Background: an optimization exercise with open tools, aiming at small area. Do not read the settings as production practice.
Only simulation tests tie the RTL to the original design; equivalence was not proved.
The clock cells of this run come from the design's own scripts or RTL, not from TritonCTS.
The clock port is modelled as an ideal driver, which makes a skipped or thinned clock tree look cheaper than it is; a real chip needs a root buffer or a tree.
Power and IR drop assume default switching activity.

--- design/flow/flow/run.sh ---
#!/bin/bash
# The standard layout (standard.sh), with three changes:
#  - synthesis maps logic with an area-oriented ABC script (flow/abc_area.script,
#    used through ABC_AREA=1) instead of ORFS's, which buffers and upsizes;
#  - the port buffers are the smallest buffer cell;
#  - the clock tree is made by flow/manual_cts.tcl (four clkbuf_16 leaf buffers
#    on the clock port, one per quarter of the registers) in place of
#    clock_tree_synthesis; the rest of ORFS's CTS step (legalisation, timing
#    repair) runs unchanged.
set -euo pipefail
here=$(pwd)
rm -rf "$here/scripts"
cp -r "$FLOW_HOME/scripts" "$here/scripts"
cp "$here/flow/abc_area.script" "$here/scripts/abc_area.script"
sed -i "s|^log_cmd clock_tree_synthesis {\*}\$cts_args|source $here/flow/manual_cts.tcl|" "$here/scripts/cts.tcl"
grep -q "manual_cts.tcl" "$here/scripts/cts.tcl"
export SCRIPTS_DIR="$here/scripts"
export BUFFER_PORTS_ARGS="-buffer_cell sky130_fd_sc_hd__buf_1"
bash standard.sh > "$here/standard.log" 2>&1
--- design/flow/flow/abc_area.script ---
strash
&get -n
&deepsyn -T 120
&dch -f
&nf -R 1000 -a
&put
--- design/flow/flow/manual_cts.tcl ---
# Clock tree made by hand: the clock port drives four clkbuf_16 leaf buffers,
# each driving the clock pins of one quarter of the registers (split by x,
# then by y), placed at the centre of its registers. A balanced tree of one
# level: every register's clock passes through exactly one buffer.
proc manual_cts { nx ny bufname } {
  set db [ord::get_db]
  set block [ord::get_db_block]
  set clknet [$block findNet clk]
  set master [$db findMaster $bufname]
  set sinks {}
  foreach it [$clknet getITerms] {
    set inst [$it getInst]
    set loc [$inst getLocation]
    lappend sinks [list $it [lindex $loc 0] [lindex $loc 1]]
  }
  set n [llength $sinks]
  set sx [lsort -integer -index 1 $sinks]
  set groups {}
  for { set i 0 } { $i < $nx } { incr i } {
    set a [expr { $i * $n / $nx }]
    set b [expr { ($i + 1) * $n / $nx - 1 }]
    set col [lsort -integer -index 2 [lrange $sx $a $b]]
    set m [llength $col]
    for { set j 0 } { $j < $ny } { incr j } {
      set c [expr { $j * $m / $ny }]
      set d [expr { ($j + 1) * $m / $ny - 1 }]
      lappend groups [lrange $col $c $d]
    }
  }
  set k 0
  foreach g $groups {
    set inst [odb::dbInst_create $block $master "clkbuf_leaf_$k"]
    set net [odb::dbNet_create $block "clknet_leaf_$k"]
    $net setSigType CLOCK
    [$inst findITerm A] connect $clknet
    [$inst findITerm X] connect $net
    set sumx 0
    set sumy 0
    foreach s $g {
      set it [lindex $s 0]
      $it disconnect
      $it connect $net
      incr sumx [lindex $s 1]
      incr sumy [lindex $s 2]
    }
    set cnt [llength $g]
    $inst setLocation [expr { $sumx / $cnt }] [expr { $sumy / $cnt }]
    $inst setPlacementStatus PLACED
    puts "manual_cts: leaf $k drives $cnt clock pins"
    incr k
  }
}
manual_cts 2 2 sky130_fd_sc_hd__clkbuf_16
--- design/flow/standard.sh ---
#!/bin/bash
# synth_recipe.tcl (not shown) runs the flow's synth.tcl, then flattens the netlist and writes it again
# the make line also repeats each setting of config.mk as NAME=value (left out here)
make -C /OpenROAD-flow-scripts/flow DESIGN_CONFIG=/design/flow/config.mk WORK_HOME=/design/flow/orfs CLKGATE_MAP_FILE= SYNTH_SCRIPT=/design/flow/synth_recipe.tcl "${@:-finish}"
--- design/flow/config.mk ---
export PLATFORM = sky130hd
export DESIGN_NAME = fde_core
export DESIGN_NICKNAME = fde_core
export VERILOG_FILES = /design/flow/design.v
export SDC_FILE = /design/flow/constraint.sdc
export NUM_CORES = 4
export LEC_CHECK = 0
export ABC_AREA = 1
export CAP_MARGIN = 20
export CORE_MARGIN = 2
export CORE_UTILIZATION = 40
export CTS_BUF_LIST = sky130_fd_sc_hd__clkbuf_8
export PLACE_DENSITY = 0.6
export SLEW_MARGIN = 20
--- design/flow/constraint.sdc ---
create_clock -name core_clock -period 7.0 [get_ports {clk}]
set_input_delay 1.4000 -clock core_clock [delete_from_list [all_inputs] [get_ports {clk}]]
set_output_delay 1.4000 -clock core_clock [all_outputs]
set_load 0.01 [all_outputs]
--- design/flow/design.v ---
module fde_core (
    input  wire        clk,
    input  wire        rst,            
    input  wire [7:0]  key,            
    output wire [7:0]  mem_addr,
    output wire        mem_we,
    output wire [15:0] mem_wdata,
    input  wire [15:0] mem_rdata,
    output reg  [15:0] out_data,
    output wire        out_valid,
    output reg  [15:0] disp_data,
    output wire        disp_data_valid,
    output reg  [15:0] disp_ctrl,
    output wire        disp_ctrl_valid,
    output reg         halted,
    output wire [1:0]  fault,
    output wire [15:0] fault_info
);
    localparam [4:0] C_NOP = 5'h00, C_LDA = 5'h01, C_ADD = 5'h02, C_SUB = 5'h03,
                     C_STA = 5'h04, C_LDI = 5'h05, C_JMP = 5'h06, C_JC  = 5'h07,
                     C_JZ  = 5'h08, C_SHL = 5'h09, C_SHR = 5'h0A, C_KEY = 5'h0B,
                     C_OUT = 5'h0E, C_HLT = 5'h0F, C_PSH = 5'h10, C_POP = 5'h11,
                     C_CAL = 5'h12, C_RET = 5'h13, C_LSP = 5'h14, C_DSD = 5'h15,
                     C_DSC = 5'h16;
    reg [7:0]  pc;
    reg [7:0]  mar;
    reg [4:0]  opc;
    reg [15:0] a;
    reg        az;
    reg        c;
    reg        z;
    reg [3:0]  sp;
    reg [3:0]  cnt;
    reg        t;
    reg        rf;             
    assign fault_info = a;
    wire run   = !halted;
    wire c0    = (cnt == 4'd0);
    wire c13   = (cnt == 4'd13);
    wire c14   = (cnt == 4'd14);
    wire fetch = (cnt == 4'd15);
    wire o_lda = (opc == C_LDA);
    wire o_add = (opc == C_ADD);
    wire o_sub = (opc == C_SUB);
    wire o_sta = (opc == C_STA);
    wire o_ldi = (opc == C_LDI);
    wire o_jmp = (opc == C_JMP);
    wire o_jc  = (opc == C_JC);
    wire o_jz  = (opc == C_JZ);
    wire o_shl = (opc == C_SHL);
    wire o_shr = (opc == C_SHR);
    wire o_key = (opc == C_KEY);
    wire o_out = (opc == C_OUT);
    wire o_hlt = (opc == C_HLT);
    wire o_psh = (opc == C_PSH);
    wire o_pop = (opc == C_POP);
    wire o_cal = (opc == C_CAL);
    wire o_ret = (opc == C_RET);
    wire o_lsp = (opc == C_LSP);
    wire o_dsd = (opc == C_DSD);
    wire o_dsc = (opc == C_DSC);
    wire o_inv = (opc == 5'h0C) || (opc == 5'h0D) || (opc >= 5'h17);
    wire        kill = rst || az || (opc[4] && !opc[2] && opc[1]);
    wire [15:0] am   = a & {16{!kill}};
    wire [7:0] f_op  = mem_rdata[15:8];
    wire       f_stk = (f_op[7:2] == 6'b000100);    
    wire       f_pop = f_stk && f_op[0];             
    wire       sp_dn = fetch && f_pop;
    wire       sp_up = c0 && (opc[4:2] == 3'b100) && !opc[0];
    wire [3:0] sp_nx = sp + {sp_dn, sp_dn, sp_dn, sp_dn || sp_up};
    wire hi_nz   = (mem_rdata[15:8] != 8'd0);
    wire ret_flt = o_ret && (fetch ? rf : hi_nz);
    assign fault = {o_ret, o_ret || o_inv};
    wire halting = (c0 && o_hlt) || (fetch && (o_inv || rf));
    wire stk_op  = (opc[4:2] == 3'b100);
    wire pc_sel  = fetch || o_ldi || o_inv;
    assign mem_addr = pc_sel ? pc : (stk_op ? {4'hF, sp} : mar);
    wire       pc_ci  = c14 || (c0 && o_cal);
    wire [7:0] pc_inc = pc + {7'd0, pc_ci};
    assign mem_we    = run && c0 && (o_sta || o_psh || o_cal);
    assign mem_wdata = {am[15:8], am[7:0] | (pc_inc & {8{opc[1]}})};
    wire [15:0] rvec = {t, mem_rdata[14:0]};
    wire [3:0]  ridx = {cnt[3] ^ o_inv, cnt[2:0]};
    wire        rbit = rvec[ridx];
    wire        kbit = key[cnt[2:0]];
    wire        bop  = o_shl ? am[0] : (rbit ^ o_sub);
    wire        cin  = c0 ? o_sub : c;
    wire        sum  = am[0] ^ bop ^ cin;
    wire        cout = (am[0] & bop) | (am[0] & cin) | (bop & cin);
    reg newbit;
    always @* begin
        if (o_add || o_sub || o_shl) newbit = sum;
        else if (o_shr)              newbit = am[1] && !fetch;
        else if (o_ldi || o_inv)     newbit = rbit && !cnt[3];
        else if (o_key)              newbit = kbit && !cnt[3];
        else                         newbit = rbit;    
    end
    wire ashift = run && (o_lda || o_add || o_sub || o_ldi || o_shl || o_shr ||
                          o_key || o_pop || o_inv || ret_flt);
    wire flags  = o_add || o_sub || o_shl || o_shr;
    wire take = o_jmp || (o_jc && c) || (o_jz && z) || o_cal || o_ret;
    wire ld_out = run && c0 && o_out;
    wire ld_dsd = run && c0 && o_dsd;
    wire ld_dsc = run && c0 && o_dsc;
    wire c1 = (cnt == 4'd1);
    assign out_valid       = run && c1 && o_out;
    assign disp_data_valid = run && c1 && o_dsd;
    assign disp_ctrl_valid = run && c1 && o_dsc;
    always @(posedge clk) begin
        t <= mem_rdata[15];
        rf <= !rst && c14 && o_ret && hi_nz;
        if (ashift) a <= {newbit, a[15:1]};
        if (rst || ld_out) out_data  <= am;
        if (rst || ld_dsd) disp_data <= am;
        if (rst || ld_dsc) disp_ctrl <= am;
        if (fetch || (c13 && o_ret)) mar <= mem_rdata[7:0];
        if (rst) begin
            pc              <= 8'd0;
            opc             <= C_NOP;
            az              <= 1'b1;
            c               <= 1'b0;
            z               <= 1'b0;
            sp              <= 4'd0;
            cnt             <= 4'd15;
            halted          <= 1'b0;
        end else begin
            cnt             <= cnt + 4'd1;
            if (fetch && run && !halting) opc <= (f_op[7:5] != 3'd0) ? 5'h1F : f_op[4:0];
            if (ashift && fetch) az <= 1'b0;
            if (flags) begin
                if (o_shr) begin
                    if (c0) c <= am[0];
                end else begin
                    c <= cout;
                end
                z <= (c0 || z) && !newbit;
            end
            sp <= (c0 && o_lsp) ? am[3:0] : sp_nx;
            pc <= (c14 && take) ? mar : pc_inc;
            if (halting) halted <= 1'b1;
        end
    end
endmodule
==> results.txt <==
## flip-flops by register name, summed over array words and instances, names as in the netlist
| name | count |
|---|---|
| opc | 5 |
| sp | 4 |
| out_data | 16 |
| halted | 1 |
| c | 1 |
| cnt | 4 |
| az | 1 |
| rf | 1 |
| mar | 8 |
| a | 16 |
| z | 1 |
| t | 1 |
| disp_ctrl | 16 |
| pc | 8 |
| disp_data | 16 |
## metal layers
| layer | vias up | track usage | wire length, um |
|---|---|---|---|
| met5 | - | 0 | 0 |
| met2 | 109 | 0.296 | 4920 |
| met3 | 13 | 0.0166 | 582 |
| li1 | 1479 | - | - |
| met1 | 1477 | 0.242 | 4310 |
| met4 | 0 | 0.0273 | 145 |
## where the power goes
group / total (W) / internal (W) / switching [W]
logic: 0.000301 / 0.0000981 / 0.000203
clock network: 0.000248 / 0.000105 / 0.000143
registers: 0.000790 / 0.000726 / 0.0000641
## kinds of logic (layout without fill, tap and decap cells)
kind of cell,after synthesis,count (layout),synth area share
multiplexers,3,3,0.00719
AND/OR/NAND/NOR,108,108,0.128
AO/OA/AOI/OAI,81,81,0.134
adder cells (fa/ha/maj),11,11,0.0366
flip-flops,99,99,0.647
XOR/XNOR,10,10,0.0210
buffers and inverters,20,136,0.0261
## final cells by class
cell class | instances | area (um2)
plain buffers | 4 | 100
fillers | 978 | 5380
inverters | 11 | 41.3
multi-input cells | 213 | 1380
flip-flops and latches | 99 | 2700
well taps | 136 | 170
repair buffers | 121 | 458
## cell usage after synthesis (3+ instances only)
cell,count,share of area
o221a_1,4,0.011
nor3_1,5,0.0060
nor2b_1,3,0.0045
nor2_1,28,0.025
xor2_1,5,0.010
a21o_1,7,0.013
mux2i_1,3,0.0072
dfxtp_1,27,0.13
o22a_1,4,0.0084
nor4b_1,3,0.0063
clkinv_1,11,0.0099
buf_4,9,0.016
a22o_1,10,0.021
a31oi_1,4,0.0060
nor4_1,5,0.0075
xnor2_1,5,0.010
nand2_1,27,0.024
or3_1,3,0.0045
o22ai_1,13,0.019
nand2b_1,3,0.0045
ha_1,9,0.027
nand3_1,7,0.0084
o21ai_0,12,0.014
and2_0,17,0.025
edfxtp_1,72,0.52
a21oi_1,15,0.018
## cell usage in the layout, fill, tap and decap left out, types with 4 or more instances in the layout
cell         n
buf_1      120
edfxtp_1    72
nor2_1      28
nand2_1     27
dfxtp_1     27
and2_0      17
a21oi_1     14
o22ai_1     13
clkinv_1    11
o21ai_0     11
a22o_1      10
ha_1         9
nand3_1      7
a21o_1       7
xnor2_1      5
xor2_1       5
nor3_1       5
nor4_1       5
o22a_1       4
a31oi_1      4
o221a_1      4
clkbuf_16    4
## how the worst max path moves through the flow
stage	start	to	slack [ps]	cells past startpoint
after detailed placement	rst	mem_wdata[3]	2240	6
after global placement	rst	mem_wdata[2]	2310	6
after CTS	rst	mem_wdata[3]	2220	6
after floorplan	rst	mem_wdata[2]	2950	4
after global routing	opc[0]	mem_addr[3]	1930	11
final	opc[1]	mem_addr[3]	2220	9
## stage by stage
step | hold WS [ps] | utilization | instances
after floorplan | 448 | - | 332
after global placement | 448 | 0.464 | 580
after detailed placement | 451 | 0.464 | 580
after CTS | 451 | 0.474 | 584
after global routing | 503 | 0.474 | 584
final | 481 | 0.474 | 584
## worst max-delay path, delay by kind of cell (launching register included)
kind,cells,cell delay (ps)
AND/OR/NAND/NOR,5,1550
flip-flops,1,900
AO/OA/AOI/OAI,2,490
buffers and inverters,2,270
==> impl_metrics.env <==
export IMPL_dieArea_um2=11300
export IMPL_hold_depth=0
export IMPL_yosysWarnings=1
export IMPL_grt_max_degree=26
export IMPL_cp_slowest_stage_delay_ps=900
export IMPL_die_w_um=106
export IMPL_run_status="no timing/DRC/antenna violations"
export IMPL_path_cells="nand3_1 > clkinv_1 > nor3_1 > a31o_1 > nor2_1 > nand2_1 > o22ai_1 > nor2_1 > buf_1"
export IMPL_io_buffers=120
export IMPL_ctsResizeCount=0
export IMPL_layout_min_cycle_time_ps=4780
export IMPL_worstMarginPinSlew_ps=981
export IMPL_num_vias=3078
export IMPL_route_detailed_drc=0
export IMPL_syn_inst=332
export IMPL_cp_max_fo=21
export IMPL_maxCapViolCount=0
export IMPL_synth_seq_cells=99
export IMPL_crit_type="reg -> out"
export IMPL_min_from="a[12]"
export IMPL_gp_congestion=0.918
export IMPL_rows=37
export IMPL_crit_required_ps=5600
export IMPL_fin_tns_setup_ps=0
export IMPL_nNetsFinal=487
export IMPL_seq_area_frac_synth=0.647
export IMPL_p_leak_nw=1.72
export IMPL_finalSetupViolations=0
export IMPL_path_common_cell="nor2_1"
export IMPL_reg2reg_slack_ps=2970
export IMPL_slew_limit_headroom=0.346
export IMPL_hold_path_class="reg -> reg"
export IMPL_slowest_stage="dfxtp_1"
export IMPL_clkSlewWorstSetupHoldPaths_ps=100
export IMPL_postCtsSetupBuffers=0
export IMPL_fin_crit_sh=0.683
export IMPL_vias_per_cell=5.27
export IMPL_die_h_um=106
export IMPL_wl_um=9960
export IMPL_vdd_ir_drop_max_v=0.000128
export IMPL_post_place_ws_ps=2240
export IMPL_yosysUniqueCellTypes=41
export IMPL_worst_r2r_path_depth=11
export IMPL_areaGrowthSynthToFinish_pct=16.2
export IMPL_crit_arrival_ps=3380
export IMPL_fin_skew_ps=16.8
export IMPL_dpl_hpwl_um=7270
export IMPL_ys_flop_type="edfxtp_1"
export IMPL_worstHoldEndpoint="a[11]"
export IMPL_drt_iter0_markers=181
export IMPL_first_global_vias=3027
export IMPL_synthArstFlopShare=0
export IMPL_synth_edf_count=72
export IMPL_cts_hold_buf=0
export IMPL_core_area_um2=10200
export IMPL_ioPinCount=121
export IMPL_setup_ws_ps=2220
export IMPL_diodes=0
export IMPL_fmax_ghz=0.209
export IMPL_avgSynthCellArea_um2=12.6
export IMPL_start_kind="flip-flop"
export IMPL_drv_slew=0
export IMPL_timing_rr_end="a[15]"
export IMPL_final_cell_area_um2=4850
export IMPL_grt_total_usage=0.172
export IMPL_rsz0062_at_grt="no"
export IMPL_final_hold_viol_count=0
export IMPL_grt_pass1_wl_um=15600
export IMPL_synth_nets=369
export IMPL_start_util=0.408
export IMPL_post_drt_wl_per_cell_um=17.1
export IMPL_antenna_found_initial=0
export IMPL_worstSetupEndpointType="output pin"
export IMPL_synth_area_um2=4180
export IMPL_firstDrtPassIters=5
export IMPL_clk_latency_ps=170
export IMPL_placed_area_um2=4750
export IMPL_reg2reg_from="opc[1]"
export IMPL_cellPowerDensity_nw_per_um2=276
export IMPL_grt_overflow=0
export IMPL_antenna_left=0
export IMPL_finalPower_w=0.00134
export IMPL_drive_gt1_frac=0.0179

afterwards: timing with drivers on the ports:
No port has a modelled driver above. Below, the same layout with a new extraction and two added sets of constraints.
Step 1 assumes that a clkbuf_16 drives the clock port and a buf_2 every other input.
Step 2 moves the port delays by t, midway between the first and last clock arrival at a register: inputs arrive t later, outputs are due t later. That takes back most of the time a late clock gives input paths.
Slacks: ideal ports / drivers / drivers and shift; pairs: ideal ports / drivers.
t, ns: 0.231
slack for setup (ns): 2.220 / 2.146 / 2.378
cell pins on the clock port's net: 4
After both steps setup and hold are still met in this run. For this run, drivers alone change the setup slack by -0.074 ns; drivers and shift together by +0.158 ns.
